What follows belongs to an exercise in optimizing a design on an open flow for small area; a production flow would make more cautious choices.
Where RTL was checked, it was by simulation tests only, not by an equivalence proof against the original.
Only the layout flow was run in run 5; the RTL was not checked for function there.
Power figures rest on the tool's default switching activity, not on a simulated workload.

## flow/run.sh

```bash
#!/bin/bash
# Layout flow: the standard ORFS flow (standard.sh), with
#  - an area-oriented ABC mapping script (flow/abc_area.script, used with ABC_AREA 1),
#  - the smallest buffer cell for the port buffers,
#  - clock tree synthesis without dummy loads, on small clock buffers.
# Registers and their names come from the standard synthesis unchanged: only the
# combinational mapping script differs.
set -euo pipefail
W=$PWD
rm -rf "$W/scripts_x"
cp -r "$FLOW_HOME/scripts" "$W/scripts_x"
cp "$W/flow/abc_area.script" "$W/scripts_x/abc_area.script"
export SCRIPTS_DIR="$W/scripts_x"
export BUFFER_PORTS_ARGS="-buffer_cell sky130_fd_sc_hd__buf_1"
export CTS_ARGS="-sink_clustering_enable -repair_clock_nets -dont_use_dummy_load -buf_list {sky130_fd_sc_hd__clkbuf_4} -sink_clustering_size 9 -sink_clustering_max_diameter 50"
bash standard.sh > "$W/orfs_flow.log" 2>&1
```

## flow/abc_area.script

```
strash
&get -n
&deepsyn -T 30
&put
dch
amap
strash
dch
amap
topo
stime -c
```

## standard.sh

```bash
#!/bin/bash
# synth_recipe.tcl (not shown) runs the flow's synth.tcl, then flattens the netlist and writes it again
# the make line also repeats each setting of config.mk as NAME=value (left out here)
make -C /OpenROAD-flow-scripts/flow DESIGN_CONFIG=/design/flow/config.mk WORK_HOME=/design/flow/orfs CLKGATE_MAP_FILE= SYNTH_SCRIPT=/design/flow/synth_recipe.tcl "${@:-finish}"
```

## config.mk

```make
export PLATFORM = sky130hd
export DESIGN_NAME = scsi_spc
export DESIGN_NICKNAME = scsi_spc
export VERILOG_FILES = /design/flow/design.v
export SDC_FILE = /design/flow/constraint.sdc
export NUM_CORES = 4
export LEC_CHECK = 0
export ABC_AREA = 1
export CAP_MARGIN = 20
export CORE_MARGIN = 2
export CORE_UTILIZATION = 85
export PLACE_DENSITY = 0.93
export SLEW_MARGIN = 20
```

## constraint.sdc

```tcl
create_clock -name core_clock -period 10.0 [get_ports {clk}]
set_input_delay 2.0000 -clock core_clock [delete_from_list [all_inputs] [get_ports {clk}]]
set_output_delay 2.0000 -clock core_clock [all_outputs]
set_load 0.01 [all_outputs]
```

## design.v

```verilog
module scsi_spc (
    input  wire        clk,
    input  wire        rst,           
    input  wire        host_cs,
    input  wire        host_we,       
    input  wire [3:0]  host_addr,     
    input  wire [7:0]  host_wdata,
    output reg  [7:0]  host_rdata,    
    output wire        irq,
    output wire        drq,
    input  wire [8:0]  scsi_ctl_i,
    input  wire [7:0]  scsi_dat_i,
    output wire [8:0]  scsi_ctl_o,
    output wire [7:0]  scsi_dat_o
);
    localparam [4:0] O_BSY = 5'h01, O_SEL = 5'h02, O_ACK = 5'h04, O_ATN = 5'h08,
                     O_RST = 5'h10;
    localparam D_1 = 1'b1;
    localparam [3:0] R_BDID = 4'd0,  R_SCTL = 4'd1,  R_SCMD = 4'd2,  R_INTS = 4'd4,
                     R_PSNS = 4'd5,  R_SSTS = 4'd6,  R_SERR = 4'd7,  R_PCTL = 4'd8,
                     R_MBC  = 4'd9,  R_DREG = 4'd10, R_TEMP = 4'd11, R_TCH  = 4'd12,
                     R_TCM  = 4'd13, R_TCL  = 4'd14;
    localparam [7:0] I_DISC = 8'h20, I_CC = 8'h10, I_SR = 8'h08, I_TO = 8'h04,
                     I_RC = 8'h01;
    localparam [4:0] S_IDLE            = 5'd0,
                     S_ARB_WAIT_FREE   = 5'd1,
                     S_ARB_PRE_BSY     = 5'd2,
                     S_ARB_ASSERT_BSY  = 5'd3,
                     S_ARB_SETTLE1     = 5'd4,
                     S_ARB_SETTLE2     = 5'd5,
                     S_ARB_WAIT        = 5'd6,
                     S_ARB_ASSERT_SEL  = 5'd7,
                     S_SEL_WAIT_FREE   = 5'd8,
                     S_SEL_PRE_ID      = 5'd9,
                     S_SEL_ASSERT_ID   = 5'd10,
                     S_SEL_ASSERT_SEL  = 5'd11,
                     S_SEL_PRE_WAIT    = 5'd12,
                     S_SEL_WAIT_BSY    = 5'd13,
                     S_SEL_SUCCESS     = 5'd14,
                     S_SEL_PRE_WAIT_A  = 5'd15,    
                     S_SEL_WAIT_BSY_A  = 5'd16,    
                     S_X_WAIT_REQ      = 5'd24,
                     S_X_SEND_DATA     = 5'd25,
                     S_X_RECV_DATA     = 5'd26,
                     S_X_SEND_ACK      = 5'd27,
                     S_X_WAIT_DEASSERT = 5'd28,
                     S_X_DEASSERT_ACK  = 5'd29,
                     S_X_WAIT_EMPTY    = 5'd30;
    reg [2:0]  bdid;
    reg [7:0]  sctl, scmd, temp, dreg;
    reg [5:0]  ints;           
    reg [7:0]  sdgc;
    reg [7:0]  pctl;           
    reg        serr_xo;
    reg [23:0] tc_inv;         
    wire [23:0] tc = ~tc_inv;
    reg [7:0]  fifo_mem [0:7];
    reg [2:0]  fifo_head;
    reg [3:0]  fifo_cnt;
    reg        dreg_lz;        
    reg [4:0]  state;
    reg        dly;            
    reg [4:0]  sig;            
    reg [2:0]  diag_sig;
    reg [7:0]  dat;            
    reg        connected, atn_q, xfer_dma, rst_seen;
    reg [2:0]  xfer_phase;
    reg [8:0]  sel_lo;
    reg [15:0] sel_hi;
    reg [2:0]  bf_cnt;
    wire       xfer_in = xfer_phase[0];
    wire [8:0] sig9 = {sig[4], sig[3], sig[2], 1'b0, sig[1], sig[0], 3'b000};
    wire [8:0] ctl  = sig9 | scsi_ctl_i;
    wire [7:0] data = dat | scsi_dat_i;
    wire       dm = sctl[5];
    wire [8:0] sense = dm ? {ctl[8], ctl[7], diag_sig[2] | sdgc[6], sdgc[7], ctl[4],
                             diag_sig[0] | sdgc[3], sdgc[2], sdgc[1], sdgc[0]}
                          : ctl;
    wire bus_free   = !ctl[3] && !ctl[4];
    wire bf_detect  = bus_free && bf_cnt[2];
    wire fam_xfer = state[4] && state[3];
    wire sel_armed = (state == S_SEL_PRE_WAIT_A) || (state == S_SEL_WAIT_BSY_A);
    wire eng_free = (state == S_IDLE);
    wire fam_sel  = !fam_xfer && !eng_free;
    wire run      = !dly;
    wire [7:0] own_id = 8'd1 << bdid;
    reg        hi_seen;
    integer    j;
    always @(*) begin
        hi_seen = 1'b0;
        for (j = 0; j < 7; j = j + 1)
            if (bdid == j[2:0]) hi_seen = |(data >> (j + 1));
    end
    reg [24:0] tc_z;           
    integer    k;
    always @(*) begin
        tc_z[0] = 1'b1;
        for (k = 1; k < 25; k = k + 1) tc_z[k] = tc_z[k-1] & !tc[k-1];
    end
    wire tc_zero = tc_z[24];
    wire tc_hi0  = (tc[23:1] == 23'd0);
    wire tc_le1  = tc_hi0;
    wire       lo_z8   = (sel_lo[7:0] == 8'd0);
    wire       lo_zero = lo_z8 && !sel_lo[8];
    wire [8:0] lo_next = {sel_lo[7:0], sel_lo[8] ^ sel_lo[4] ^ lo_z8};
    reg [16:0] hi_z;
    always @(*) begin
        hi_z[0] = 1'b1;
        for (k = 1; k < 17; k = k + 1) hi_z[k] = hi_z[k-1] & !sel_hi[k-1];
    end
    wire sc_zero = lo_zero && hi_z[16];
    wire       cnt_zero = (fifo_cnt == 4'd0);
    wire       cnt_full = fifo_cnt[3];
    wire [2:0] tail     = fifo_head + fifo_cnt[2:0];
    wire       h_rd_dreg = host_cs && !host_we && (host_addr == R_DREG);
    wire       h_wr_dreg = host_cs && host_we && (host_addr == R_DREG);
    wire [2:0] rd_ptr   = (dreg_lz && !(h_rd_dreg && !cnt_zero)) ? fifo_head - 3'd1 : fifo_head;
    wire [7:0] fifo_out = fifo_mem[rd_ptr];
    assign scsi_ctl_o = sig9;
    assign scsi_dat_o = dat;
    assign irq = sctl[0] && ((ints != 6'd0) || serr_xo);
    assign drq = xfer_dma && fam_xfer &&
                 (xfer_in ? !cnt_zero
                          : (!cnt_full && ((tc[23:4] != 20'd0) || tc[3] ||
                                           (fifo_cnt[2:0] < tc[2:0]))));
    wire host_wr = host_cs && host_we;
    always @(*) begin
        case (host_addr)
            R_BDID: host_rdata = own_id;
            R_SCTL: host_rdata = sctl;
            R_SCMD: host_rdata = scmd;
            R_INTS: host_rdata = {2'b00, ints[5:2], 1'b0, ints[0]};
            R_PSNS: host_rdata = {sense[5], sense[6], sense[7], sense[4],
                                  sense[3], sense[2], sense[1], sense[0]};
            R_SSTS: host_rdata = {connected, 1'b0, !eng_free, fam_xfer,
                                  ctl[8], tc_zero, cnt_full, cnt_zero};
            R_SERR: host_rdata = {2'b00, serr_xo, 5'b00000};
            R_PCTL: host_rdata = {pctl[7], 4'h0, pctl[2:0]};
            R_MBC:  host_rdata = {4'h0, tc[3:0]};
            R_DREG: host_rdata = (!cnt_zero || dreg_lz) ? fifo_out : dreg;
            R_TEMP: host_rdata = temp;
            R_TCH:  host_rdata = tc[23:16];
            R_TCM:  host_rdata = tc[15:8];
            R_TCL:  host_rdata = tc[7:0];
            default: host_rdata = 8'hFF;
        endcase
    end
    reg [2:0]  bdid_n;
    reg [7:0]  sctl_n, scmd_n, sdgc_n, pctl_n, temp_n, dreg_n;
    reg [5:0]  ints_n;
    reg        serr_n;
    reg [23:0] tc_n;
    reg [4:0]  state_n;
    reg        dly_n;
    reg [4:0]  own;            
    reg [4:0]  sig_n;
    reg [2:0]  diag_n;
    reg [7:0]  dat_n;
    reg        d_clr, d_id, d_tmp, d_fifo;    
    reg        conn_n, atn_n, lz_n;
    reg [8:0]  sello_n;
    reg [15:0] selhi_n;
    reg [2:0]  bf_n;
    reg [5:0]  int_set;
    reg        abort_all, rst_rise, flush;
    reg        e_pop, e_push, e_flush, h_push, h_pop, sel_ok, tc_dec;
    reg [3:0]  cnt1, cnt_n;
    reg [2:0]  head_n;
    always @(*) begin
        bdid_n   = bdid;   sctl_n = sctl;  scmd_n = scmd;  ints_n = ints;
        sdgc_n   = sdgc;   pctl_n = pctl;  temp_n = temp;  dreg_n = dreg;
        serr_n   = serr_xo;
        state_n  = state;
        dly_n    = dly;
        own      = dm ? {2'b00, diag_sig} : sig;
        sig_n    = sig;
        diag_n   = diag_sig;
        d_clr    = 1'b0;
        d_id     = 1'b0;
        d_tmp    = 1'b0;
        d_fifo   = 1'b0;
        conn_n   = connected;
        atn_n    = atn_q;
        int_set  = 6'h00;
        abort_all = 1'b0;
        flush    = 1'b0;
        e_pop    = 1'b0;
        e_push   = 1'b0;
        e_flush  = 1'b0;
        sel_ok   = 1'b0;
        tc_dec   = 1'b0;
        rst_rise = ctl[8] && !rst_seen;
        if (!bus_free)      bf_n = 3'd0;
        else if (bf_cnt[2]) bf_n = 3'd4;
        else                bf_n = {bf_cnt[1] & bf_cnt[0], bf_cnt[1] ^ bf_cnt[0], !bf_cnt[0]};
        if (connected && eng_free && bf_detect) begin
            conn_n = 1'b0;
            if (pctl[7]) int_set = int_set | I_DISC[5:0];
        end
        if (!run) begin
            dly_n = 1'b0;
        end else begin
            case (state)
                S_ARB_WAIT_FREE:
                    if (bf_detect) begin
                        state_n = S_ARB_PRE_BSY; dly_n = D_1;
                    end
                S_ARB_PRE_BSY:
                    state_n = S_ARB_ASSERT_BSY;
                S_ARB_ASSERT_BSY: begin
                    d_id  = 1'b1;
                    own   = own | O_BSY;
                    state_n = S_ARB_SETTLE1; dly_n = D_1;
                end
                S_ARB_SETTLE1: begin
                    state_n = S_ARB_SETTLE2; dly_n = D_1;
                end
                S_ARB_SETTLE2:
                    state_n = S_ARB_WAIT;
                S_ARB_WAIT:
                    if (hi_seen) begin
                        own   = own & ~O_BSY;
                        d_clr = 1'b1;
                        state_n = S_IDLE;
                    end else begin
                        state_n = S_ARB_ASSERT_SEL; dly_n = D_1;
                    end
                S_ARB_ASSERT_SEL: begin
                    own = own | O_SEL;
                    state_n = S_SEL_ASSERT_ID; dly_n = D_1;
                end
                S_SEL_WAIT_FREE:
                    if (bf_detect) begin
                        state_n = S_SEL_PRE_ID; dly_n = D_1;
                    end
                S_SEL_PRE_ID:
                    state_n = S_SEL_ASSERT_ID;
                S_SEL_ASSERT_ID: begin
                    d_id  = 1'b1;
                    d_tmp = 1'b1;
                    state_n = S_SEL_ASSERT_SEL; dly_n = D_1;
                end
                S_SEL_ASSERT_SEL: begin
                    own = (own & ~(O_SEL | O_ATN | O_BSY)) | O_SEL | (atn_q ? O_ATN : 5'h00);
                    state_n = (tc[23:8] != 16'd0) ? S_SEL_PRE_WAIT_A : S_SEL_PRE_WAIT;
                    dly_n = D_1;
                end
                S_SEL_PRE_WAIT:
                    state_n = S_SEL_WAIT_BSY;
                S_SEL_PRE_WAIT_A:
                    state_n = S_SEL_WAIT_BSY_A;
                S_SEL_WAIT_BSY, S_SEL_WAIT_BSY_A:
                    if (sense[3] && !sense[5] && (sense[2:0] == 3'd0)) begin
                        sel_ok  = 1'b1;
                        state_n = S_SEL_SUCCESS; dly_n = D_1;
                    end
                S_SEL_SUCCESS:
                    if ((own & ~(O_ATN | O_RST)) == O_SEL) begin
                        own   = own & ~O_SEL;
                        d_clr = 1'b1;
                        conn_n = 1'b1;
                        int_set = int_set | I_CC[5:0];
                        state_n = S_IDLE;
                    end
                S_X_WAIT_REQ:
                    if (!sense[3] || (sense[2:0] != xfer_phase)) begin
                        own   = own & ~O_ACK;
                        d_clr = 1'b1;
                        e_flush = !xfer_in;
                        if (!sense[3]) begin
                            int_set = int_set | I_DISC[5:0];
                            conn_n  = 1'b0;
                        end else begin
                            int_set = int_set | I_SR[5:0];
                        end
                        state_n = S_IDLE;
                    end else if (sense[5]) begin
                        state_n = xfer_in ? S_X_RECV_DATA : S_X_SEND_DATA;
                        dly_n   = D_1;
                    end
                S_X_SEND_DATA:
                    if (tc_zero) begin
                        d_tmp = 1'b1;
                        state_n = S_X_SEND_ACK; dly_n = D_1;
                    end else if (!cnt_zero) begin
                        d_fifo = 1'b1;
                        e_pop  = 1'b1;
                        state_n = S_X_SEND_ACK; dly_n = D_1;
                    end
                S_X_RECV_DATA:
                    if (tc_zero) begin
                        temp_n = data;
                        state_n = S_X_SEND_ACK; dly_n = D_1;
                    end else if (!cnt_full) begin
                        e_push = 1'b1;
                        state_n = S_X_SEND_ACK; dly_n = D_1;
                    end
                S_X_SEND_ACK: begin
                    if (xfer_phase == 3'd6 && tc_le1) begin
                        own   = (own & ~O_ATN) | O_ACK;
                        atn_n = 1'b0;
                    end else begin
                        own   = own | O_ACK;
                    end
                    state_n = S_X_WAIT_DEASSERT; dly_n = D_1;
                end
                S_X_WAIT_DEASSERT:
                    if (!sense[5]) begin
                        state_n = S_X_DEASSERT_ACK; dly_n = D_1;
                    end
                S_X_DEASSERT_ACK: begin
                    tc_dec = !tc_zero;
                    if (!xfer_in) d_clr = 1'b1;
                    own = own & ~O_ACK;
                    state_n = tc_le1 ? S_X_WAIT_EMPTY : S_X_WAIT_REQ;
                    dly_n   = D_1;
                end
                S_X_WAIT_EMPTY:
                    if (cnt_zero) begin
                        d_clr   = 1'b1;
                        int_set = int_set | I_CC[5:0];
                        state_n = S_IDLE;
                    end
                default: ;
            endcase
        end
        if (sel_armed && !sel_ok && sc_zero) begin
            own     = own & ~(O_BSY | O_SEL | O_ATN | O_ACK);
            d_clr   = 1'b1;
            int_set = int_set | I_TO[5:0];
            state_n = S_IDLE;
            dly_n   = 1'b0;
            atn_n   = 1'b0;
        end
        cnt1 = e_flush ? 4'd0 :
               e_pop   ? fifo_cnt - 4'd1 :
               e_push  ? fifo_cnt + 4'd1 : fifo_cnt;
        h_push = 1'b0;
        h_pop  = 1'b0;
        lz_n   = 1'b0;
        if (host_wr) begin
            case (host_addr)
                R_BDID: bdid_n = host_wdata[2:0];
                R_SCTL: begin
                    sctl_n = host_wdata;
                    if (host_wdata[7] && !eng_free) abort_all = 1'b1;
                end
                R_SCMD: begin
                    scmd_n = host_wdata;
                    own = (own & ~O_RST) | (host_wdata[4] ? O_RST : 5'h00);
                    if (!sctl[7]) begin
                        case (host_wdata[7:5])
                            3'd0:  
                                if (!fam_xfer) begin
                                    own   = own & ~(O_BSY | O_SEL | O_ATN | O_ACK);
                                    d_clr = 1'b1;
                                    atn_n = 1'b0;
                                    if (fam_sel) begin
                                        state_n = S_IDLE;
                                        dly_n   = 1'b0;
                                    end
                                end
                            3'd1:  
                                if (eng_free) begin
                                    serr_n  = 1'b0;
                                    state_n = sctl[4] ? S_ARB_WAIT_FREE : S_SEL_WAIT_FREE;
                                end
                            3'd2: begin  
                                atn_n = 1'b0;
                                own   = own & ~O_ATN;
                            end
                            3'd3: begin  
                                atn_n = 1'b1;
                                if (connected) own = own | O_ATN;
                            end
                            3'd4:  
                                if (eng_free) begin
                                    serr_n  = 1'b0;
                                    state_n = (tc_zero && !host_wdata[0]) ? S_X_WAIT_EMPTY
                                                                          : S_X_WAIT_REQ;
                                end
                            3'd6:  
                                if (eng_free) own = own & ~O_ACK;
                            3'd7:  
                                if (eng_free) own = own | O_ACK;
                            default: ;  
                        endcase
                    end
                end
                R_INTS: ints_n = ints & ~host_wdata[5:0];
                R_PSNS: sdgc_n = host_wdata;
                R_PCTL: pctl_n = host_wdata & 8'h87;
                R_TEMP: temp_n = host_wdata;
                default: ;
            endcase
        end
        if (h_wr_dreg) begin
            dreg_n = host_wdata;
            if (cnt1 == 4'd8) serr_n = 1'b1;
            else              h_push = 1'b1;
        end else if (h_rd_dreg && cnt1 != 4'd0) begin
            h_pop = 1'b1;
            if (e_pop || e_push) lz_n = 1'b1;    
            else dreg_n = fifo_out;
        end else if (dreg_lz) begin
            dreg_n = fifo_out;
        end
        cnt_n = cnt1 + (h_push ? 4'd1 : 4'd0) - (h_pop ? 4'd1 : 4'd0);
        if (rst_rise) begin
            int_set = int_set | I_RC[5:0];
            if (!eng_free || connected) begin
                own     = own & ~(O_BSY | O_SEL | O_ATN | O_ACK);
                d_clr   = 1'b1;
                flush   = 1'b1;
                state_n = S_IDLE;
                dly_n   = 1'b0;
                conn_n  = 1'b0;
                atn_n   = 1'b0;
            end
        end
        if (abort_all) ints_n = ints_n | (int_set & I_RC[5:0]);
        else           ints_n = ints_n | int_set;
        if (abort_all) begin
            own     = 5'h00;
            scmd_n  = scmd_n & ~8'h10;
            flush   = 1'b1;
            state_n = S_IDLE;
            dly_n   = 1'b0;
            conn_n  = 1'b0;
            atn_n   = 1'b0;
            serr_n  = 1'b0;
            d_clr   = 1'b1;
        end
        if (flush) cnt_n = 4'd0;
        head_n = e_flush ? tail : fifo_head + {2'b00, e_pop} + {2'b00, h_pop};
        if (d_clr)
            dat_n = 8'h00;
        else if (d_id || d_tmp || d_fifo)
            dat_n = ({8{d_id}} & own_id) | ({8{d_tmp}} & temp) | ({8{d_fifo}} & fifo_out);
        else
            dat_n = dat;
        if (abort_all) begin
            sig_n  = 5'h00;
            diag_n = 3'h0;
        end else if (dm) begin
            diag_n = own[2:0];
        end else begin
            sig_n  = own;
        end
        for (k = 0; k < 24; k = k + 1) tc_n[k] = tc[k] ^ (tc_dec & tc_z[k]);
        if (host_wr && host_addr == R_TCH) tc_n[23:16] = host_wdata;
        if (host_wr && host_addr == R_TCM) tc_n[15:8]  = host_wdata;
        if (host_wr && host_addr == R_TCL) tc_n[7:0]   = host_wdata;
        if (state == S_SEL_ASSERT_SEL && run) begin
            sello_n = 9'h1B5;              
            selhi_n = tc[23:8];
        end else begin
            sello_n = lo_next;
            for (k = 0; k < 16; k = k + 1) selhi_n[k] = sel_hi[k] ^ (lo_zero & hi_z[k]);
        end
    end
    wire [7:0] t_oh  = 8'd1 << tail;
    wire [7:0] h_oh  = e_push ? {t_oh[6:0], t_oh[7]} : t_oh;
    wire [7:0] f_we  = ({8{e_push}} & t_oh) | ({8{h_push}} & h_oh);
    wire [7:0] wd_even = (e_push && !tail[0]) ? data : host_wdata;
    wire [7:0] wd_odd  = (e_push &&  tail[0]) ? data : host_wdata;
    always @(posedge clk) begin
        if (rst) begin
            bdid      <= 3'd7;
            sctl      <= 8'h00;
            scmd      <= 8'h00;
            ints      <= 6'h00;
            sdgc      <= 8'h00;
            pctl      <= 8'h00;
            temp      <= 8'h00;
            dreg      <= 8'h00;
            serr_xo   <= 1'b0;
            tc_inv    <= 24'hFFFFFF;
            fifo_head <= 3'd0;
            fifo_cnt  <= 4'd0;
            dreg_lz   <= 1'b0;
            state     <= S_IDLE;
            dly       <= 1'b0;
            sig       <= 5'h00;
            diag_sig  <= 3'h0;
            dat       <= 8'h00;
            connected <= 1'b0;
            atn_q     <= 1'b0;
            rst_seen  <= 1'b0;
            bf_cnt    <= 3'd0;
        end else begin
            bdid      <= bdid_n;
            sctl      <= sctl_n;
            scmd      <= scmd_n;
            ints      <= ints_n & 6'h3D;
            sdgc      <= sdgc_n;
            pctl      <= pctl_n;
            temp      <= temp_n;
            dreg      <= dreg_n;
            serr_xo   <= serr_n;
            tc_inv    <= ~tc_n;
            fifo_head <= head_n;
            fifo_cnt  <= cnt_n;
            dreg_lz   <= lz_n;
            state     <= state_n;
            dly       <= dly_n;
            sig       <= sig_n;
            diag_sig  <= diag_n;
            dat       <= dat_n;
            connected <= conn_n;
            atn_q     <= atn_n;
            rst_seen  <= ctl[8];
            bf_cnt    <= bf_n;
        end
    end
    always @(posedge clk) begin
        if (eng_free) begin
            xfer_phase <= pctl[2:0];
            xfer_dma   <= !host_wdata[2];
        end
        sel_lo <= sello_n;
        sel_hi <= selhi_n;
    end
    integer i;
    always @(posedge clk) begin
        for (i = 0; i < 8; i = i + 1)
            if (f_we[i])
                fifo_mem[i] <= i[0] ? wd_odd : wd_even;
    end
endmodule
```

==> results.cfg, run 1 <==
[synthesis]
ys_seq_area_share_pct = 47.8
synthArstFlopShare_pct = 0
ys_top_cells_by_area = dfxtp_1, edfxtp_1, nor2_1
yosys.area.top_type = dfxtp_1
syn_inst = 1182
synthTopCellsByCount = nor2_1, clkinv_1, dfxtp_1, o22ai_1, nand2_1
yosysMostFrequentCell = nor2_1
synth_flop_cell = dfxtp_1
yosys_warnings = 2
yosysUniqueCellTypes = 49
synth_top_cell_area_share_pct = 27.3
avgSynthCellArea_um2 = 8.43
ys_seq_elements = 204
synth_edf_count = 68
syn_area_mm2 = 0.00997

[floorplanning]
initial_core_util_pct = 87.3
die_y_um = 112
die_w_um = 112
rows = 39

[run_status]
tool.error = [ERROR GPL-0301] Utilization 100.189 % exceeds 100%.
stop_stage = 3_1_place_gp_skip_io
status = stopped before the end
## cell families after synthesis
| group | share of synthesized area [%] |
|---|---|
| simple gates | 20.1 |
| compound gates | 23.5 |
| flops | 47.8 |
| buf+inv | 5.91 |
| fa+ha+maj | 2.61 |
| other cells | 0.0376 |
==> inputs of run 2 (changes only) <==
--- a/config.mk
+++ b/config.mk
@@ -9,5 +9,5 @@
 export CAP_MARGIN = 20
 export CORE_MARGIN = 2
-export CORE_UTILIZATION = 85
-export PLACE_DENSITY = 0.93
+export CORE_UTILIZATION = 75
+export PLACE_DENSITY = 0.88
 export SLEW_MARGIN = 20
==> run 2 against run 1 <==
Now clean on timing, DRC and antenna. Synthesized cell count unchanged. Area after synthesis is the same.
==> results.cfg, run 2 <==
[run_status]
status = timing/DRC/antenna clean

[timing]
slew_violations = 0
rsz0062_at_grt = no
fmax_ghz = 0.116
final_hold_viol_count = 0
setup_slack_ns = 1.37
fin_setup_tns_ns = 0
clock_skew_ns = 0.0630
whs_ns = 0.462
setup_viol = 0
tightest_slew_ns = 1.12
slew_headroom_pct = 24.6
fin_crit_sh_pct = 86.3
min_period_ns = 8.63

[synthesis]
synth_edf_count = 68
synthArstFlopShare_pct = 0
yosys.area.top_type = dfxtp_1
yosys_warnings = 2
ys_seq_area_share_pct = 47.8
ys_top_cells_by_area = dfxtp_1, edfxtp_1, nor2_1
syn_inst = 1182
synth_top_cell_area_share_pct = 27.3
avgSynthCellArea_um2 = 8.43
synthTopCellsByCount = nor2_1, clkinv_1, dfxtp_1, o22ai_1, nand2_1
ys_seq_elements = 204
yosysUniqueCellTypes = 49
syn_area_mm2 = 0.00997
yosysMostFrequentCell = nor2_1
synth_flop_cell = dfxtp_1

[floorplanning]
pin_count = 60
die-area_mm2 = 0.0142
rows = 42
die_w_um = 119
initial_core_util_pct = 76.2
core-area_mm2 = 0.0131
die_y_um = 119

[layout]
final_common_cell = nor2_1
final_util_pct = 81.5
fin_area_mm2 = 0.0107
top_register = fifo_mem
layout_common_cells = nor2_1, clkinv_1, dfxtp_1
multi_input_area_mm2 = 0.00463
areaGrowthSynthToFinish_pct = 6.93
drive_gt1_share_pct = 2.83
largest_reg_flops = 64
register_area_mm2 = 0.00476
final_nets = 1326
nFillCells = 861
top_regs = fifo_mem x64, tc_inv x24, sel_hi x16

[global_routing]
antenna_found_initial = 1
grt_overflow = 0
groute.usage.overall_pct = 48.4
grt_pass1_wl_mm = 52.6
first_global_vias = 9828
grt_max_degree = 26

[clock_tree]
post_cts_buffers = 0
cts_max_path_buffers = 3
clk_latency_ns = 0.69
cts-root-buf = clkbuf_4
htree_levels = 1
cts_made_buffers = 26
cts.hold.buffers_added = 0
clock_sink_count = 204
cts.clk_slew.worst_paths_ns = 0.10
ctsResizeCount = 0
cts_tree = built

[power]
p_leak_nw = 3.60
p_int_w = 0.00112
p_sw_share_pct = 32.2
pwr-share-clk_pct = 23.4
pwr_density_cell_mw_per_mm2 = 154
seqPwrFrac_pct = 57.5
ir_worst_vdd_mv = 0.106
p_sw_w = 0.000530
pwr-share-comb_pct = 19.1

[route]
drtIter0Drc = 2157
vias_per_cell = 7.22
remaining_drc_errors = 0
drt_wl_total_mm = 34.7
firstDrtPassIters = 8
ant_nets = 0
vias = 10500
wl_per_cell_um = 23.9

[setup_path]
critPathLaunchType = input port
slowest_stage = o22ai_1
crit_family = compound AO/OA/AOI/OAI gates
cp_slowest_stage_delay_ns = 0.72
worst_setup_path_end_kind = output port
cp_cell_sequence = buf_1 > clkinv_1 > nor2_1 > clkinv_1 > nor3_1 > clkinv_1 > nor2_1 > nand2_1 > o21ai_0 > nand2_1 > o22ai_1 > clkinv_1 > nand2_1 > o2111ai_1 > clkinv_1 > nor2_1 > nor3_1 > o221ai_1 > buf_1
crit_start = host_addr[3]
crit-reg2reg-launch = tc_inv[11]
crit_path_max_fanout = 8
cp.arrival_ns = 6.63
path_class = in -> out
cp_common_cell = clkinv_1
cp_data_required_time_ns = 8.00
cp.buffers_inverters = 7

[worst_hold_path]
hp-class = reg -> reg
hp-start = bf_cnt[0]

[place]
dp_hpwl_mm = 25.8
place_ws_ns = 1.65
port_buffers = 55
place.gp.congestion = 1.11
post_dp_cell_area_mm2 = 0.0105

[run]
drv_cap = 0
-- run 2: cell counts after synthesis --
No cell type changed its count.
-- run 2: path summary, 6_finish.rpt --
check                                      end  depth (start not counted)  slack, ns
worst max-delay path             host_rdata[0]                         19       1.37
worst max register to register  fifo_mem[2][2]                         17       3.24
worst min-delay path                 bf_cnt[0]                          1       0.46
worst min register to register       bf_cnt[0]                          1       0.46
-- run 2: logic make-up (layout without fill, tap and decap cells) --
family                     Yosys count  count (layout)  synth area share, %
adders and majority gates           19              19                 2.61
buffers and inverters              153             240                 5.91
other                                1               9               0.0376
DFF                                204             204                 47.8
AOI/OAI and AO/OA                  353             353                 23.5
and+or+nand+nor                    452             452                 20.1
-- run 2: cell type report --
cell class	instances	area share (%)
Antenna cell	5	0.117
Clock buffer	26	1.83
Inverter	149	5.25
Multi-Input combinational cell	828	43.4
Sequential cell	204	44.7
Tap cell	176	2.07
Timing Repair Buffer	65	2.64
-- run 2: power by group through the flow --
| stage | sequential, W | clock [W] | combinational [W] |
|---|---|---|---|
| 2_1_floorplan | 0.000944 | 0 | 0.000197 |
| 3_3_place_gp | 0.000958 | 0 | 0.000282 |
| 3_5_place_dp | 0.000959 | 0 | 0.000294 |
| 4_1_cts | 0.000941 | 0.000377 | 0.000296 |
| 5_1_grt | 0.000948 | 0.000407 | 0.000335 |
| 6_report | 0.000945 | 0.000386 | 0.000314 |
-- run 2: layer usage --
metal / GRT usage, % / wire length [µm] / vias up
li1: - / - / 4509
met1: 58.0 / 11300 / 4680
met2: 74.4 / 14700 / 1004
met3: 14.4 / 5350 / 300
met4: 34.4 / 3340 / 0
met5: 0.368 / 0 / -
-- run 2: through the flow --
| step | power, W | std cells |
|---|---|---|
| after global routing | 0.00169 | 1453 |
| after floorplan | 0.00114 | 1185 |
| after CTS | 0.00161 | 1448 |
| final | 0.00164 | 1453 |
| after detailed placement | 0.00125 | 1422 |
| after global placement | 0.00124 | 1422 |
-- run 2: worst register-to-register path, stage by stage, from the launching register on --
cell      delay [ns]
dfxtp_1         0.40
clkinv_1        0.15
or4_1           0.57
nor3_1          0.74
nand3_1         0.24
or3_1           0.49
nor2b_1         0.23
clkinv_1        0.28
nand2_1         0.41
clkinv_1        0.37
a22oi_1         0.33
o221ai_1        0.24
ha_1            0.28
nand3_1         0.19
nand2_1         0.18
o21ai_0         0.39
o22ai_1         0.17
nor2_1          0.71
==> inputs of run 3 (changes only) <==
--- a/config.mk
+++ b/config.mk
@@ -7,7 +7,7 @@
 export LEC_CHECK = 0
 export ABC_AREA = 1
-export CAP_MARGIN = 20
+export CAP_MARGIN = 10
 export CORE_MARGIN = 2
 export CORE_UTILIZATION = 75
 export PLACE_DENSITY = 0.88
-export SLEW_MARGIN = 20
+export SLEW_MARGIN = 10
==> run 3 against run 2 <==
Wire length unchanged. Synthesized cell count unchanged. Clock skew unchanged. First-iteration DRC count unchanged. Power unchanged. Combinational power about the same. Sequential cell count unchanged. Via count unchanged. Area after synthesis unchanged. Largest cell class unchanged. Highest routed layer unchanged.
==> results.cfg, run 3 <==
[synthesis]
yosys.area.top_type = dfxtp_1
yosys_warnings = 2
yosysMostFrequentCell = nor2_1
syn_area_mm2 = 0.00997
synth_flop_cell = dfxtp_1
syn_inst = 1182
avgSynthCellArea_um2 = 8.43
synth_edf_count = 68
synth_top_cell_area_share_pct = 27.3
ys_top_cells_by_area = dfxtp_1, edfxtp_1, nor2_1
ys_seq_area_share_pct = 47.8
ys_seq_elements = 204
synthTopCellsByCount = nor2_1, clkinv_1, dfxtp_1, o22ai_1, nand2_1
yosysUniqueCellTypes = 49
synthArstFlopShare_pct = 0

[setup_path]
worst_setup_path_end_kind = output port
crit_path_max_fanout = 8
cp_common_cell = clkinv_1
cp_data_required_time_ns = 8.00
cp.arrival_ns = 6.63
cp_slowest_stage_delay_ns = 0.72
cp_cell_sequence = buf_1 > clkinv_1 > nor2_1 > clkinv_1 > nor3_1 > clkinv_1 > nor2_1 > nand2_1 > o21ai_0 > nand2_1 > o22ai_1 > clkinv_1 > nand2_1 > o2111ai_1 > clkinv_1 > nor2_1 > nor3_1 > o221ai_1 > buf_1
path_class = in -> out
slowest_stage = o22ai_1
critPathLaunchType = input port

[clock_tree]
cts_made_buffers = 26
cts.clk_slew.worst_paths_ns = 0.10
htree_levels = 1
clk_latency_ns = 0.69
cts-root-buf = clkbuf_4
post_cts_buffers = 0
cts_max_path_buffers = 3
cts_tree = built
cts.hold.buffers_added = 0
clock_sink_count = 204
ctsResizeCount = 0

[floorplanning]
die_y_um = 119
core-area_mm2 = 0.0131
initial_core_util_pct = 76.2
die_w_um = 119
pin_count = 60
rows = 42
die-area_mm2 = 0.0142

[global_routing]
groute.usage.overall_pct = 48.4
antenna_found_initial = 1
grt_max_degree = 26
first_global_vias = 9828
grt_pass1_wl_mm = 52.6
grt_overflow = 0

[power]
p_leak_nw = 3.60
finalPower_w = 0.00164
pwr_density_cell_mw_per_mm2 = 154
ir_worst_vdd_mv = 0.106

[place]
port_buffers = 55
dp_hpwl_mm = 25.8
placedCellCount = 1422
place.gp.congestion = 1.11

[timing]
whs_ns = 0.462
tightest_slew_ns = 1.12
clock_skew_ns = 0.0630
fin_crit_sh_pct = 86.3
slew_headroom_pct = 24.6
rsz0062_at_grt = no
fin_setup_tns_ns = 0
final_hold_viol_count = 0
min_period_ns = 8.63
slew_violations = 0
setup_viol = 0
fmax_ghz = 0.116

[route]
remaining_drc_errors = 0
vias = 10500
wl_per_cell_um = 23.9
drtIter0Drc = 2157
firstDrtPassIters = 8
vias_per_cell = 7.22
drt_wl_total_mm = 34.7
ant_nets = 0

[run]
drv_cap = 0

[layout]
areaGrowthSynthToFinish_pct = 6.93
final_cells = 1453
nFillCells = 861
top_regs = fifo_mem x64, tc_inv x24, sel_hi x16
final_nets = 1326
drive_gt1_share_pct = 2.83
layout_common_cells = nor2_1, clkinv_1, dfxtp_1
final_common_cell = nor2_1
top_register = fifo_mem
largest_reg_flops = 64

[run_status]
status = timing/DRC/antenna clean

[worst_hold_path]
hp-class = reg -> reg
-- run 3: layer usage --
metal / global-route usage [%] / wire length [µm] / up-vias
li1: - / - / 4509
met5: 0.368 / 0 / -
met2: 74.4 / 14700 / 1004
met4: 34.4 / 3340 / 0
met1: 58.0 / 11300 / 4680
met3: 14.4 / 5350 / 300
-- run 3: final timing paths --
path | from | end | slack (ns) | depth (start not counted)
setup reg to reg | tc_inv[11] | fifo_mem[2][2] | 3.24 | 17
setup / recovery | host_addr[3] | host_rdata[0] | 1.37 | 19
hold / removal | bf_cnt[0] | bf_cnt[0] | 0.46 | 1
hold reg to reg | bf_cnt[0] | bf_cnt[0] | 0.46 | 1
-- run 3: worst max-delay path, delay by kind of cell --
family | cells | cell delay [ns]
AO/OA/AOI/OAI | 4 | 1.72
AND/OR/NAND/NOR | 8 | 1.50
buffers and inverters | 7 | 1.43
-- run 3: layout make-up --
| type | instances | area (µm²) | area share [%] |
|---|---|---|---|
| repair buffers | 65 | 282 | 2.64 |
| multi-input cells | 828 | 4630 | 43.4 |
| flip-flops and latches | 204 | 4760 | 44.7 |
| diodes | 5 | 12.5 | 0.117 |
| inverters | 149 | 559 | 5.25 |
| clock buffers | 26 | 195 | 1.83 |
| well taps | 176 | 220 | 2.07 |
-- run 3: cell families after synthesis --
family / Yosys count / share of synthesized area [%]
other cells: 1 / 0.0376
simple gates: 452 / 20.1
compound gates: 353 / 23.5
fa+ha+maj: 19 / 2.61
flops: 204 / 47.8
buf+inv: 153 / 5.91
-- run 3: report_power, final --
part	total (W)	switching (W)	leakage [nW]	internal, W
clock	0.000386	0.000266	0.120	0.000119
sequential	0.000945	0.0000425	1.73	0.000903
combinational	0.000314	0.000221	1.76	0.0000928
-- run 3: per-stage QoR --
stage	instance area, µm²	setup slack (ns)	util [%]
5_1_grt	10700	0.995	81.5
6_report	10700	1.37	81.5
3_5_place_dp	10500	1.65	79.9
4_1_cts	10600	1.63	81.4
2_1_floorplan	9980	3.10	-
3_3_place_gp	10500	1.97	79.9
==> inputs of run 4 (changes only) <==
--- a/flow/run.sh
+++ b/flow/run.sh
@@ -13,4 +13,4 @@
 export SCRIPTS_DIR="$W/scripts_x"
 export BUFFER_PORTS_ARGS="-buffer_cell sky130_fd_sc_hd__buf_1"
-export CTS_ARGS="-sink_clustering_enable -repair_clock_nets -dont_use_dummy_load -buf_list {sky130_fd_sc_hd__clkbuf_4} -sink_clustering_size 9 -sink_clustering_max_diameter 50"
+export CTS_ARGS="-sink_clustering_enable -repair_clock_nets -dont_use_dummy_load -buf_list {sky130_fd_sc_hd__clkbuf_4} -sink_clustering_size 12 -sink_clustering_max_diameter 30"
 bash standard.sh > "$W/orfs_flow.log" 2>&1
--- a/config.mk
+++ b/config.mk
@@ -7,7 +7,7 @@
 export LEC_CHECK = 0
 export ABC_AREA = 1
-export CAP_MARGIN = 10
+export CAP_MARGIN = 20
 export CORE_MARGIN = 2
 export CORE_UTILIZATION = 75
 export PLACE_DENSITY = 0.88
-export SLEW_MARGIN = 10
+export SLEW_MARGIN = 20
==> run 4 against run 3 <==
Still clean. Sequential cell count did not move. First-iteration DRC count grew 11%. Non-clock buffer count did not move. Die area unchanged. Sequential share of layout area fell by 0.21 points. Clock power increased by 12%. Cell count grew 0.28%. Critical endpoint is now host_rdata[1]. Largest cell class unchanged. Highest routed layer unchanged.
==> results.cfg, run 4 <==
[run_status]
status = timing/DRC/antenna clean

[route]
firstDrtPassIters = 8
drtIter0Drc = 2388
routedLengthMet1_mm = 11.4
wl_per_cell_um = 24.0
dr_wl_met3_mm = 5.44
drt_wl_total_mm = 35.0
vias = 10500
met2WireLength_mm = 15.2
remaining_drc_errors = 0
dr.max_layer_used = met4
ant_nets = 0
vias_per_cell = 7.19

[global_routing]
first_global_vias = 9835
grt_max_degree = 26
antenna_found_initial = 1
grt_overflow = 0
groute.usage.overall_pct = 48.9
grt_pass1_wl_mm = 53.0

[power]
pwr_density_cell_mw_per_mm2 = 158
p_leak_nw = 3.64
ir_worst_vdd_mv = 0.104

[timing]
fmax_ghz = 0.115
clock_skew_ns = 0.0762
tightest_slew_ns = 1.09
slew_headroom_pct = 26.4
fin_crit_sh_pct = 87.2
final_hold_viol_count = 0
setup_viol = 0
rsz0062_at_grt = no
min_period_ns = 8.72
fin_setup_tns_ns = 0
slew_violations = 0

[layout]
fin_area_mm2 = 0.0107
top_register = fifo_mem
final_common_cell = nor2_1
nFillCells = 855
largest_reg_flops = 64
layout_common_cells = nor2_1, clkinv_1, dfxtp_1
areaGrowthSynthToFinish_pct = 7.43
drive_gt1_share_pct = 3.44
final_nets = 1334
top_regs = fifo_mem x64, tc_inv x24, sel_hi x16

[synthesis]
syn_area_mm2 = 0.00997
ys_top_cells_by_area = dfxtp_1, edfxtp_1, nor2_1
synthXorXnorAreaFrac_pct = 0
yosys.area_share.simple_pct = 20.1
synthArstFlopShare_pct = 0
ys_seq_elements = 204
synthAdderAreaFrac_pct = 2.61
synth_top_cell_area_share_pct = 27.3
yosys_warnings = 2
muxShareOfSynthArea_pct = 0
synth-compound-area-share_pct = 23.5
synthTopCellsByCount = nor2_1, clkinv_1, dfxtp_1, o22ai_1, nand2_1
yosysUniqueCellTypes = 49
syn_inst = 1182
yosysMostFrequentCell = nor2_1
synth_top_family_by_area = compound AO/OA/AOI/OAI gates
synth_flop_cell = dfxtp_1
avgSynthCellArea_um2 = 8.43
yosys.area.top_type = dfxtp_1
synth_edf_count = 68
ys_seq_area_share_pct = 47.8

[place]
place.gp.congestion = 1.11
dp_hpwl_mm = 25.8
port_buffers = 55
post_dp_cell_area_mm2 = 0.0105

[floorplanning]
die-area_mm2 = 0.0142
die_y_um = 119
core-area_mm2 = 0.0131
initial_core_util_pct = 76.2
rows = 42
pin_count = 60
die_w_um = 119

[clock_tree]
cts_max_path_buffers = 3
clock_sink_count = 204
clk_latency_ns = 0.67
cts_tree = built
cts.hold.buffers_added = 0
post_cts_buffers = 0
cts_made_buffers = 34
ctsResizeCount = 0
cts-root-buf = clkbuf_4
htree_levels = 2
cts.clk_slew.worst_paths_ns = 0.10

[setup_path]
path_class = in -> out
critPathLaunchType = input port
worst_setup_path_end_kind = output port
cp.arrival_ns = 6.72
crit_path_max_fanout = 8
cp_data_required_time_ns = 8.00

[run]
drv_cap = 0

[worst_hold_path]
hp-class = reg -> reg
==> run 4: cell count changes in the layout (fill, tap and decap cells not counted) <==
cell,delta
clkbuf_4,+8
diode_2,-4
==> run 4: cells by family (layout without fill, tap and decap cells) <==
family	Yosys count	count (layout)
simple gates	452	452
compound gates	353	353
flops	204	204
buf+inv	153	248
fa+ha+maj	19	19
other cells	1	5
==> run 4: layout make-up <==
cell class	count	area, µm²	share of cell area, %
flip-flops and latches	204	4760	44.5
multi-input cells	828	4630	43.2
inverters	149	559	5.22
repair buffers	65	282	2.63
clock buffers	34	255	2.38
well taps	176	220	2.06
diodes	1	2.50	0.0234
==> run 4: worst paths after layout <==
check	from	to	slack (ns)	cells after the start
worst min-delay path	pctl[1]	xfer_phase[1]	0.45	0
worst min register to register	pctl[1]	xfer_phase[1]	0.45	0
worst max-delay path	host_addr[3]	host_rdata[1]	1.28	19
worst max register to register	tc_inv[11]	fifo_mem[2][2]	3.34	17
==> run 4: critical path: stages <==
cell	delay, ns
buf_1	0.18
clkinv_1	0.21
nor2_1	0.18
clkinv_1	0.18
nor3_1	0.24
clkinv_1	0.15
nor2_1	0.10
nand2_1	0.14
o21ai_0	0.45
nand2_1	0.19
o22ai_1	0.73
clkinv_1	0.44
o21ai_0	0.31
o2111ai_1	0.19
o21ai_0	0.32
nor2_1	0.08
nor4_1	0.24
a21bo_1	0.24
buf_1	0.13
==> run 4: routing by layer <==
metal,vias to the layer above,GRT usage (%)
li1,4525,-
met1,4645,59.5
met2,1020,76.4
met3,291,12.8
met4,0,32.8
met5,-,0.735
==> run 4: power by group <==
| part | switching, W | internal, W | total [W] |
|---|---|---|---|
| sequential | 0.0000428 | 0.000903 | 0.000946 |
| combinational | 0.000222 | 0.0000928 | 0.000315 |
| clock | 0.000276 | 0.000157 | 0.000432 |
| total | 0.000541 | 0.00115 | 0.00169 |
==> run 4: metrics by stage <==
step                      worst slack, ns  hold slack [ns]  std cells  util (%)  power (W)
final                                1.28            0.451       1457      81.8    0.00169
after global routing                0.988            0.433       1457      81.8    0.00174
after floorplan                      3.10            0.399       1185         -    0.00114
after global placement               1.97            0.410       1422      79.9    0.00124
after CTS                            1.63            0.439       1456      81.8    0.00166
after detailed placement             1.65            0.436       1422      79.9    0.00125
==> inputs of run 5 (changes only) <==
--- a/design.v
+++ b/design.v
@@ -166,4 +166,5 @@
     reg        e_pop, e_push, e_flush, h_push, h_pop, sel_ok, tc_dec;
     reg [3:0]  cnt1, cnt_n;
+    reg        full1, empty1;
     reg [2:0]  head_n;
     always @(*) begin
@@ -333,7 +334,6 @@
             atn_n   = 1'b0;
         end
-        cnt1 = e_flush ? 4'd0 :
-               e_pop   ? fifo_cnt - 4'd1 :
-               e_push  ? fifo_cnt + 4'd1 : fifo_cnt;
+        full1  = !e_flush && ((cnt_full && !e_pop) || (fifo_cnt == 4'd7 && e_push));
+        empty1 = e_flush || (cnt_zero && !e_push) || (fifo_cnt == 4'd1 && e_pop);
         h_push = 1'b0;
         h_pop  = 1'b0;
@@ -397,7 +397,7 @@
         if (h_wr_dreg) begin
             dreg_n = host_wdata;
-            if (cnt1 == 4'd8) serr_n = 1'b1;
+            if (full1) serr_n = 1'b1;
             else              h_push = 1'b1;
-        end else if (h_rd_dreg && cnt1 != 4'd0) begin
+        end else if (h_rd_dreg && !empty1) begin
             h_pop = 1'b1;
             if (e_pop || e_push) lz_n = 1'b1;    
@@ -406,5 +406,10 @@
             dreg_n = fifo_out;
         end
-        cnt_n = cnt1 + (h_push ? 4'd1 : 4'd0) - (h_pop ? 4'd1 : 4'd0);
+        cnt1 = e_flush ? 4'd0 : fifo_cnt;
+        if (e_push && h_push)                          cnt_n = cnt1 + 4'd2;
+        else if (e_pop && h_pop)                       cnt_n = cnt1 - 4'd2;
+        else if ((e_push || h_push) && !(e_pop || h_pop)) cnt_n = cnt1 + 4'd1;
+        else if ((e_pop || h_pop) && !(e_push || h_push)) cnt_n = cnt1 - 4'd1;
+        else                                           cnt_n = cnt1;
         if (rst_rise) begin
             int_set = int_set | I_RC[5:0];
@@ -461,6 +466,7 @@
     end
     wire [7:0] t_oh  = 8'd1 << tail;
-    wire [7:0] h_oh  = e_push ? {t_oh[6:0], t_oh[7]} : t_oh;
-    wire [7:0] f_we  = ({8{e_push}} & t_oh) | ({8{h_push}} & h_oh);
+    wire       we_a  = e_push || h_push;        
+    wire       we_b  = e_push && h_push;        
+    wire [7:0] f_we  = ({8{we_a}} & t_oh) | ({8{we_b}} & {t_oh[6:0], t_oh[7]});
     wire [7:0] wd_even = (e_push && !tail[0]) ? data : host_wdata;
     wire [7:0] wd_odd  = (e_push &&  tail[0]) ? data : host_wdata;
--- a/flow/run.sh
+++ b/flow/run.sh
@@ -13,4 +13,4 @@
 export SCRIPTS_DIR="$W/scripts_x"
 export BUFFER_PORTS_ARGS="-buffer_cell sky130_fd_sc_hd__buf_1"
-export CTS_ARGS="-sink_clustering_enable -repair_clock_nets -dont_use_dummy_load -buf_list {sky130_fd_sc_hd__clkbuf_4} -sink_clustering_size 12 -sink_clustering_max_diameter 30"
+export CTS_ARGS="-sink_clustering_enable -repair_clock_nets -dont_use_dummy_load -buf_list {sky130_fd_sc_hd__clkbuf_4} -sink_clustering_size 9 -sink_clustering_max_diameter 50"
 bash standard.sh > "$W/orfs_flow.log" 2>&1
==> run 5 against run 4 <==
Die area rose by 0.45%. Non-clock buffer count is the same. Fmax is 6.3% lower. Design area shrank 0.12%. Hold slack got worse by 0.015 ns. First-iteration DRC count shrank 19%. Sequential cell count stayed put. Clock skew decreased by 0.035 ns. Clock power decreased by 9.3%. Area after synthesis rose by 0.46%.
==> results.cfg, run 5 <==
[place]
place.gp.congestion = 1.07
placedCellCount = 1447
dp_hpwl_mm = 26.3
port_buffers = 55
place_ws_ns = 1.15

[timing]
setup_slack_ns = 0.694
setup_viol = 0
slew_violations = 0
min_period_ns = 9.31
tightest_slew_ns = 1.06
fmax_ghz = 0.107
final_hold_viol_count = 0
fin_setup_tns_ns = 0
fin_crit_sh_pct = 93.1
clock_skew_ns = 0.0413
whs_ns = 0.436
rsz0062_at_grt = no
slew_headroom_pct = 28.7

[route]
wl_per_cell_um = 24.5
remaining_drc_errors = 0
dr_wl_met3_mm = 6.23
drtIter0Drc = 1945
routedLengthMet1_mm = 11.9
ant_nets = 0
vias = 10800
dr.max_layer_used = met4
drt_wl_total_mm = 36.1
vias_per_cell = 7.35
firstDrtPassIters = 14
met2WireLength_mm = 14.8

[synthesis]
synth-compound-area-share_pct = 23.1
ys_seq_area_share_pct = 47.6
muxShareOfSynthArea_pct = 0
yosys.area.top_type = dfxtp_1
synth_top_family_by_area = compound AO/OA/AOI/OAI gates
yosysUniqueCellTypes = 54
synthAdderAreaFrac_pct = 2.02
synth_edf_count = 68
yosys_warnings = 2
syn_inst = 1207
avgSynthCellArea_um2 = 8.30
ys_seq_elements = 204
yosysMostFrequentCell = nor2_1
synth_top_cell_area_share_pct = 27.2
synthArstFlopShare_pct = 0
syn_area_mm2 = 0.0100
ys_top_cells_by_area = dfxtp_1, edfxtp_1, nor2_1
synth_flop_cell = dfxtp_1
synthTopCellsByCount = nor2_1, clkinv_1, dfxtp_1, o22ai_1
synthXorXnorAreaFrac_pct = 0
yosys.area_share.simple_pct = 21.2

[clock_tree]
ctsResizeCount = 0
cts.hold.buffers_added = 0
htree_levels = 1
cts_made_buffers = 26
post_cts_buffers = 0
clk_latency_ns = 0.69
clock_sink_count = 204
cts_tree = built
cts.clk_slew.worst_paths_ns = 0.09
cts-root-buf = clkbuf_4
cts_max_path_buffers = 3

[global_routing]
grt_overflow = 0
grt_pass1_wl_mm = 54.3
grt_max_degree = 27
first_global_vias = 10100
groute.usage.overall_pct = 49.6
antenna_found_initial = 1

[setup_path]
cp_slowest_stage_delay_ns = 0.92
reg2reg_depth = 31
critPathLaunchType = input port
cp_common_cell = clkinv_1
crit-reg2reg-launch = sel_lo[4]
cp.buffers_inverters = 6
crit_path_max_fanout = 12
rrSetupSlack_ns = 3.42
slowest_stage = nor3_1
worst_setup_path_end_kind = output port
cp_cell_sequence = buf_1 > clkinv_1 > nor2_1 > clkinv_1 > nor2_1 > nand2_1 > nor2_1 > nand2_1 > nand2_1 > clkinv_1 > o22ai_1 > clkinv_1 > nor3_1 > a222oi_1 > o2111ai_1 > a31oi_1 > o22ai_1 > nand3b_1 > buf_1
path_class = in -> out
cp.arrival_ns = 7.31
reg2reg_to = dat[3]
crit_family = simple AND/OR/NAND/NOR gates
cp_data_required_time_ns = 8.00

[worst_hold_path]
hp-class = reg -> reg
hold_depth = 1
hp-start = bf_cnt[0]
whs_endpoint = bf_cnt[0]

[layout]
largest_reg_flops = 64
final_common_cell = nor2_1
nFillCells = 854
top_register = fifo_mem
top_regs = fifo_mem x64, tc_inv x24, sel_hi x16
areaGrowthSynthToFinish_pct = 6.81
final_cells = 1474
layout_common_cells = nor2_1, clkinv_1, dfxtp_1
register_area_mm2 = 0.00476
final_nets = 1347
multi_input_area_mm2 = 0.00466
drive_gt1_share_pct = 2.78

[power]
p_sw_share_pct = 28.2
ir_worst_vdd_mv = 0.110
pwr_density_cell_mw_per_mm2 = 138
p_leak_nw = 3.57
p_sw_w = 0.000417
p_int_w = 0.00106
pwr-share-comb_pct = 11.3
finalPower_w = 0.00147
pwr-share-clk_pct = 26.6
seqPwrFrac_pct = 62.1

[run]
drv_cap = 0

[floorplanning]
die-area_mm2 = 0.0143
initial_core_util_pct = 76.2
rows = 42
core-area_mm2 = 0.0131
die_y_um = 120
die_w_um = 120
pin_count = 60

[run_status]
status = timing/DRC/antenna clean
==> run 5: cell types whose count changed in the layout (fill, tap and decap cells not counted), moves of 6 or more <==
cell      change
clkbuf_4      -8
or3_1         +7
nor4_1        +7
nand2_1      -10
nor2_1       +19
a222oi_1      -9
nor3_1       +10
o21ai_0       -6
a31oi_1       +7
or2_0         -6
o22ai_1      +17
==> run 5: how the worst max path moves through the flow <==
| stage | from | endpoint | slack [ns] | depth (start not counted) |
|---|---|---|---|---|
| floorplan | host_addr[3] | host_rdata[7] | 2.71 | 18 |
| global placement | host_addr[3] | host_rdata[4] | 1.30 | 19 |
| detailed placement | host_addr[3] | host_rdata[4] | 1.15 | 19 |
| CTS | host_addr[3] | host_rdata[4] | 1.15 | 19 |
| global route | host_addr[3] | host_rdata[4] | 0.37 | 19 |
| finish | host_addr[3] | host_rdata[4] | 0.69 | 19 |
==> run 5: kinds of logic after synthesis <==
family / after synthesis
DFF: 204
buffers and inverters: 157
adders and majority gates: 15
AOI/OAI and AO/OA: 356
other: 1
and+or+nand+nor: 474
==> run 5: final cells by class <==
| type | count | share of cell area, % |
|---|---|---|
| Inverter | 153 | 5.37 |
| Multi-Input combinational cell | 849 | 43.5 |
| Timing Repair Buffer | 65 | 2.63 |
| Antenna cell | 1 | 0.0234 |
| Tap cell | 176 | 2.06 |
| Sequential cell | 204 | 44.5 |
| Clock buffer | 26 | 1.82 |
==> run 5: per-layer routing <==
metal,global-route usage (%),up-vias
met5,0.735,-
met3,18.9,328
met4,29.6,0
met2,74.7,1156
met1,60.6,4757
li1,-,4587
==> run 5: power by group through the flow <==
stage	combinational (W)	sequential, W	clock (W)
floorplan	0.000101	0.000922	0
global placement	0.000147	0.000929	0
detailed placement	0.000155	0.000931	0
CTS	0.000156	0.000914	0.000381
global route	0.000175	0.000919	0.000409
finish	0.000167	0.000916	0.000392
==> run 5: stage by stage <==
step,area (µm²),utilization (%)
after floorplan,10000,-
after global placement,10500,79.9
after detailed placement,10500,79.9
after CTS,10700,81.4
after global routing,10700,81.4
final,10700,81.4

## what the ideal ports hide
No port has a modelled driver above. Below, the same layouts with a new extraction and two added sets of constraints. Step 1 assumes that a clkbuf_16 drives the clock port and a buf_2 every other input. Step 2, shift: input delay + t, output delay - t, t = (earliest + latest rising clock arrival at the registers) / 2. This alone moves slack from input paths to output paths. Three values: no drivers, after step 1, after step 2; two values: the first two.
| run | t (ns) | setup slack, ns | clock arrival spread, ns | worst slew at a driven data input, ns |
|---|---|---|---|---|
| run 2 | 0.708 | 1.371 / 1.350 / 1.350 | 0.064 / 0.064 | 0.06 |
| run 3 | 0.708 | 1.371 / 1.350 / 1.350 | 0.064 / 0.064 | 0.06 |
| run 4 | 0.671 | 1.281 / 1.260 / 1.260 | 0.076 / 0.076 | 0.06 |
| run 5 | 0.710 | 0.694 / 0.670 / 0.670 | 0.041 / 0.041 | 0.04 |
After both steps setup and hold are still met in every run listed. For run 5, which loses most, drivers alone change the setup slack by -0.024 ns; drivers and shift together by -0.024 ns.
